This design comes from an exercise in tuning for small area on the open sky130 flow, not from production work.
In this exercise RTL edits were held to simulation tests only and were not proved equivalent to the original.
Power is estimated from default activity; no workload was simulated.

== alpha ==
==> flow/design.v <==
module fbw_fsync (
    input  wire        clk,
    input  wire        rst,
    input  wire        rx_valid,
    input  wire [7:0]  rx_data,
    output wire        pkt_valid,
    output wire [15:0] pkt_axisX,
    output wire [15:0] pkt_axisY,
    output wire [7:0]  pkt_button,
    output wire [1:0]  fs_diag
);
    localparam [7:0] SENTINEL = 8'hAA;
    reg [2:0] fill;                      
    reg [7:0] b1, b2, b3, b4, b5;        
    reg [7:0] sum;                       
    wire idle = (fill == 3'd0);
    wire last = (fill == 3'd6);
    wire take = !rst && rx_valid;
    wire ok   = (sum == rx_data);
    assign pkt_axisX  = {b2, b1};
    assign pkt_axisY  = {b4, b3};
    assign pkt_button = b5;
    assign pkt_valid  = take && last && ok;
    assign fs_diag    = {take && last && !ok, take && idle && (rx_data != SENTINEL)};
    always @(posedge clk) begin
        if (rst)
            fill <= 3'd0;
        else if (rx_valid) begin
            if (idle)
                fill <= (rx_data == SENTINEL) ? 3'd1 : 3'd0;
            else if (last)
                fill <= 3'd0;
            else
                fill <= fill + 3'd1;
        end
    end
    always @(posedge clk) begin
        if (rx_valid) begin
            b1 <= b2;
            b2 <= b3;
            b3 <= b4;
            b4 <= b5;
            b5 <= rx_data;
        end
    end
    wire [7:0] sa = sum & {8{!idle}};
    wire [7:0] sb = rx_data & {8{rx_valid && !idle}};
    wire [7:0] sum_n;
    wire       sc1, sum_co;
    fbw_ha u_sum0 (.a(sa[0]), .b(sb[0]), .s(sum_n[0]), .co(sc1));
    fbw_add #(.W(7)) u_sum (.a(sa[7:1]), .b(sb[7:1]), .ci(sc1), .s(sum_n[7:1]), .co(sum_co));
    always @(posedge clk)
        sum <= sum_n;
endmodule
module fbw_unpack (
    input  wire        rst,
    input  wire        pl_valid,
    input  wire [7:0]  pl_len,
    input  wire [39:0] pl_data,
    output wire        upk_valid,
    output wire [15:0] upk_axisX,
    output wire [15:0] upk_axisY,
    output wire [7:0]  upk_button,
    output wire [1:0]  pl_diag
);
    localparam [7:0] PAYLOAD_LEN = 8'd5;
    wire take = !rst && pl_valid;
    assign upk_valid  = take && (pl_len == PAYLOAD_LEN);
    assign pl_diag    = (take && (pl_len != PAYLOAD_LEN)) ? 2'd3 : 2'd0;
    assign upk_axisX  = pl_data[15:0];
    assign upk_axisY  = pl_data[31:16];
    assign upk_button = pl_data[39:32];
endmodule
module fbw_fa (
    input  wire a,
    input  wire b,
    input  wire c,
    output wire s,
    output wire co
);
    assign s  = a ^ b ^ c;
    assign co = (a & b) | (c & (a ^ b));
endmodule
module fbw_ha (
    input  wire a,
    input  wire b,
    output wire s,
    output wire co
);
    assign s  = a ^ b;
    assign co = a & b;
endmodule
module fbw_add #(
    parameter integer W = 8
) (
    input  wire [W-1:0] a,
    input  wire [W-1:0] b,
    input  wire         ci,
    output wire [W-1:0] s,
    output wire         co
);
    wire [W:0] c;
    assign c[0] = ci;
    genvar i;
    generate
        for (i = 0; i < W; i = i + 1) begin : g_bit
            fbw_fa u_fa (.a(a[i]), .b(b[i]), .c(c[i]), .s(s[i]), .co(c[i+1]));
        end
    endgenerate
    assign co = c[W];
endmodule
module fbw_axmap (
    input  wire [15:0] raw,
    output wire [6:0]  angle
);
    wire s = raw[15];
    wire [17:0] u;
    wire        uc3;
    assign u[1:0] = raw[1:0];
    fbw_ha u_u2 (.a(raw[2]), .b(raw[0]), .s(u[2]), .co(uc3));
    fbw_add #(.W(14)) u_u (.a({s, raw[15:3]}), .b(raw[14:1]), .ci(uc3),
                           .s(u[16:3]), .co(u[17]));
    wire [21:0] p;
    wire        pc4;
    assign p[2:0] = u[2:0];
    fbw_ha u_p3 (.a(u[3]), .b(u[0]), .s(p[3]), .co(pc4));
    fbw_add #(.W(17)) u_p (.a({s, s, s, u[17:4]}), .b(u[17:1]), .ci(pc4),
                           .s(p[20:4]), .co(p[21]));
    wire [6:0] q = p[21:15];
    wire [5:0] ys;
    wire       yc;
    fbw_add #(.W(6)) u_y (.a(p[5:0]), .b(q[5:0]), .ci(!s), .s(ys), .co(yc));
    wire c_pos = (&p[14:6]) & yc;
    wire c_neg = (|p[14:6]) | (yc & (|ys));
    wire c     = s ? c_neg : c_pos;
    assign angle = q + 7'd90 + {6'd0, c};
endmodule
module fbw_fsafe #(
    parameter integer TRAVEL     = 45,
    parameter integer TIMEOUT_MS = 800
) (
    input  wire        clk,
    input  wire        rst,
    input  wire        pkt_valid,
    input  wire [15:0] pkt_axisX,
    input  wire [15:0] pkt_axisY,
    input  wire        poll,
    input  wire [31:0] now,
    output wire [39:0] servo_angle,
    output wire        servo_upd,
    output wire        failsafe
);
    reg        lk, qf;
    reg [31:0] last_ts;
    reg [6:0]  ax, ay;
    wire [6:0] mx, my;
    fbw_axmap u_mapx (.raw(pkt_axisX), .angle(mx));
    fbw_axmap u_mapy (.raw(pkt_axisY), .angle(my));
    wire [9:0]  el;
    wire        el_nb;       
    wire [21:0] eh;
    wire        eh_co;
    fbw_add #(.W(10)) u_el (.a(now[9:0]), .b(~last_ts[9:0]), .ci(1'b1), .s(el), .co(el_nb));
    fbw_add #(.W(22)) u_eh (.a(now[31:10]), .b(~last_ts[31:10]), .ci(1'b1), .s(eh), .co(eh_co));
    wire hi_zero = !(|eh[21:1]) && (eh[0] ^ el_nb);
    wire expired = !hi_zero || (el > 10'd800);
    wire force_n = poll && !pkt_valid && (qf ? lk : expired);
    assign servo_upd = !rst && (pkt_valid || force_n);
    assign failsafe  = rst || (!pkt_valid && (lk || force_n));
    always @(posedge clk) begin
        lk <= failsafe;
        if (rst)
            qf <= 1'b1;
        else if (pkt_valid)
            qf <= !poll;
        else if (poll)
            qf <= qf && lk;
    end
    always @(posedge clk) begin
        if (pkt_valid) begin
            ax <= mx;
            ay <= my;
        end else if (rst || force_n) begin
            ax <= 7'd90;
            ay <= 7'd90;
        end
    end
    always @(posedge clk) begin
        if (pkt_valid)
            last_ts <= now;
    end
    wire [7:0] a0 = {ax[6:3] == 4'd0, ax};
    wire [7:0] a2 = {ay[6:3] == 4'd0, ay};
    assign servo_angle = {a2, a2, a2, 8'd180 - a0, a0};
endmodule
module fbw_lcb (
    input  wire        clk,
    input  wire        rst,
    input  wire        rx_valid,
    input  wire [7:0]  rx_data,
    output wire        pkt_valid,
    output wire [15:0] pkt_axisX,
    output wire [15:0] pkt_axisY,
    output wire [7:0]  pkt_button,
    output wire [1:0]  fs_diag,
    input  wire        pl_valid,
    input  wire [7:0]  pl_len,
    input  wire [39:0] pl_data,
    output wire        upk_valid,
    output wire [15:0] upk_axisX,
    output wire [15:0] upk_axisY,
    output wire [7:0]  upk_button,
    output wire [1:0]  pl_diag,
    input  wire        poll,
    input  wire [31:0] now,
    output wire [39:0] servo_angle,
    output wire        servo_upd,
    output wire        failsafe
);
    fbw_fsync u_fsync (
        .clk(clk), .rst(rst),
        .rx_valid(rx_valid), .rx_data(rx_data),
        .pkt_valid(pkt_valid), .pkt_axisX(pkt_axisX), .pkt_axisY(pkt_axisY),
        .pkt_button(pkt_button), .fs_diag(fs_diag)
    );
    fbw_unpack u_unpack (
        .rst(rst),
        .pl_valid(pl_valid), .pl_len(pl_len), .pl_data(pl_data),
        .upk_valid(upk_valid), .upk_axisX(upk_axisX), .upk_axisY(upk_axisY),
        .upk_button(upk_button), .pl_diag(pl_diag)
    );
    fbw_fsafe #(.TRAVEL(45), .TIMEOUT_MS(800)) u_fsafe (
        .clk(clk), .rst(rst),
        .pkt_valid(upk_valid), .pkt_axisX(upk_axisX), .pkt_axisY(upk_axisY),
        .poll(poll), .now(now),
        .servo_angle(servo_angle), .servo_upd(servo_upd), .failsafe(failsafe)
    );
endmodule
Settings: LEC_CHECK=0, CAP_MARGIN=20, CORE_MARGIN=2, CORE_UTILIZATION=70, CTS_BUF_LIST=sky130_fd_sc_hd__clkbuf_8, CTS_CLUSTER_SIZE=10, SLEW_MARGIN=20, SYNTH_HIERARCHICAL=1; clock period 25.0 ns.
standard.sh (not shown) runs the stock make flow with config.mk's settings and CLKGATE_MAP_FILE= SYNTH_SCRIPT=/design/flow/synth_recipe.tcl, a recipe that flattens the netlist after the stock synthesis.
==> flow/flow/run.sh <==
#!/bin/bash
set -euo pipefail
export BUFFER_PORTS_ARGS="-buffer_cell sky130_fd_sc_hd__buf_1"
export CTS_ARGS="-sink_clustering_enable -repair_clock_nets -dont_use_dummy_load -buf_list sky130_fd_sc_hd__clkbuf_8"
bash standard.sh > standard.log 2>&1
alpha finished end to end and its layout was clean on timing, DRC and antenna.
--- input diff alpha..beta ---
- changing CTS_BUF_LIST from sky130_fd_sc_hd__clkbuf_8 to sky130_fd_sc_hd__clkbuf_4 sky130_fd_sc_hd__clkbuf_8
- changing CORE_UTILIZATION from 70 to 80
- removing CTS_CLUSTER_SIZE (formerly 10)
==> flow/flow/run.sh <==
#!/bin/bash
set -euo pipefail
export BUFFER_PORTS_ARGS="-buffer_cell sky130_fd_sc_hd__buf_1"
bash standard.sh > standard.log 2>&1
Results
- Minimum clock period after layout: beta and alpha compared, higher one is beta
- Sort beta and alpha by wire length of the first global-routing pass asc -> top: alpha
- Any difference in hold slack between alpha and beta is small enough to ignore.
- Maximum clock frequency in beta vs alpha: down about 1.1%
- What alpha reported for die area has to be multiplied by 0.880 to get the figure for beta.
### beta -> gamma
- CORE_UTILIZATION changed from 80 to 70
- CTS_BUF_LIST changed from sky130_fd_sc_hd__clkbuf_4 sky130_fd_sc_hd__clkbuf_8 to sky130_fd_sc_hd__clkbuf_8
- CTS_CLUSTER_SIZE newly set to 10
- ABC_AREA newly set to 1
## What came out
beta → gamma: multi-input combinational area share decreased 1.0 points; sequential standard cell area essentially unchanged.
gamma was carried through to the last stage, and its layout satisfied the timing, DRC and antenna checks.
Of beta and gamma, beta shows the higher switching power total, with gamma below it.
Clock skew down 0.0047 ns in gamma wrt beta
Looking at height of the die, gamma sits about 9% above beta.
Core utilization for gamma is lower than for beta.
Die area went up by more than 10% going from beta to gamma.
Relative to gamma, the following input files were edited for delta:
- ABC_AREA no longer set, was 1
==> run notes <==
Clock power for delta: about 20% down relative to gamma
Going from gamma to delta, the share of cell area taken by multi-input logic gates was found to have gone up by 1.0 points.
Destination of the critical timing path = failsafe: gamma; destination of the critical timing path = servo_upd: delta
delta: PASS, flow complete, no timing, DRC or antenna violations
Delta (delta minus gamma): via count normalized by instance count moved up, reg2reg setup slack moved down, number of fill cells in the layout moved down, setup slack after layout moved down.
Sort delta and gamma by wire length of the first global-routing pass, ascending, and delta comes first.

P:
fbw_lcb, a different RTL version from the one above (not shown whole).
For scale: ~99 flip-flops, roughly 220 I/O pins, about 6800 sq um of cells after synthesis.
clock: 25.0 ns
lec_check: 0
cap_margin: 20
core_margin: 2
core_utilization: 70
slew_margin: 20
synth_hierarchical: 1
==> flow/flow/run.sh <==
#!/bin/bash
set -euo pipefail
export BUFFER_PORTS_ARGS="-buffer_cell sky130_fd_sc_hd__buf_1"
export CTS_ARGS="-sink_clustering_enable -repair_clock_nets -dont_use_dummy_load -buf_list sky130_fd_sc_hd__clkbuf_16 -sink_clustering_size 50 -sink_clustering_max_diameter 300"
bash standard.sh > standard.log 2>&1
P: no failed stages, no open violations at the end
### P -> Q
==> flow/flow/run.sh <==
#!/bin/bash
set -euo pipefail
export BUFFER_PORTS_ARGS="-buffer_cell sky130_fd_sc_hd__buf_1"
export CTS_ARGS="-sink_clustering_enable -repair_clock_nets -dont_use_dummy_load -buf_list sky130_fd_sc_hd__clkbuf_8 -sink_clustering_size 25 -sink_clustering_max_diameter 150"
bash standard.sh > standard.log 2>&1
==> comparison <==
- Diff Q..P | number of I/O pins | unchanged
- Relative to P, average via count per standard cell decreased by about 0.7% in Q.
- Clock latency reported for the late side of the worst-skew pair ends up higher on Q.
- Compared with P, in Q clock power fell by about 30%; global placer's final weighted congestion shows no meaningful change.
- The multi-input combinational cell area was comparable across Q and P.
- Against P, Q comes in 1.5 points lower on post-synthesis to final-layout area growth.
- [Q] total power after layout fell about 7.5% relative to P
- Across both runs, number of global-route vias before repair was lower for Q than for P.
- Per the comparison of Q with P, final critical-path share of the clock period saw little to no change; part of the power in combinational logic saw an increase.
Input changes introduced in R (baseline for comparison: Q):
==> flow/flow/run.sh <==
#!/bin/bash
set -euo pipefail
export BUFFER_PORTS_ARGS="-buffer_cell sky130_fd_sc_hd__buf_1"
export CTS_ARGS="-sink_clustering_enable -repair_clock_nets -dont_use_dummy_load -buf_list sky130_fd_sc_hd__clkbuf_8"
bash standard.sh > standard.log 2>&1
### Flow results
Complex-gate fraction of the synthesized area: Q vs R identical. Reported for Q and R, portion of the layout cell area used by non-clock buffers turned out identical to the last digit. Re width of the die: no difference whatsoever between R and Q. There was hardly any difference in share of power burned in combinational logic between R and Q.

==> static timing again, ports no longer ideal <==
Ports are ideal in the flow. The routed layouts listed here were re-timed in OpenROAD.
Step 1: set_driving_cell puts a clkbuf_16 on clk and a buf_2 on each other input, an assumption about the parent block.
Step 2 moves the port delays by t, midway between the first and last clock arrival at a register: inputs arrive t later, outputs are due t later. That takes back most of the time a late clock gives input paths.
Slacks: ideal / step 1 / step 2; pairs: ideal / step 1.
run | t, ns | setup slack, ns | hold WS [ns] | pins driven straight from the clock port
alpha | 0.384 | 5.170 / 5.141 / 5.141 | 0.450 / 0.450 / 0.450 | 1
beta | 0.403 | 4.948 / 4.928 / 4.928 | 0.450 / 0.450 / 0.450 | 1
gamma | 0.401 | 5.334 / 5.312 / 5.312 | 0.460 / 0.460 / 0.460 | 1
delta | 0.383 | 5.145 / 5.116 / 5.116 | 0.450 / 0.450 / 0.450 | 1
P | 0.367 | 5.016 / 4.992 / 4.992 | 0.441 / 0.441 / 0.441 | 1
Q | 0.379 | 5.050 / 5.026 / 5.026 | 0.445 / 0.445 / 0.445 | 1
R | 0.379 | 5.050 / 5.026 / 5.026 | 0.445 / 0.445 / 0.445 | 1
After both steps setup and hold are still met in every run listed.
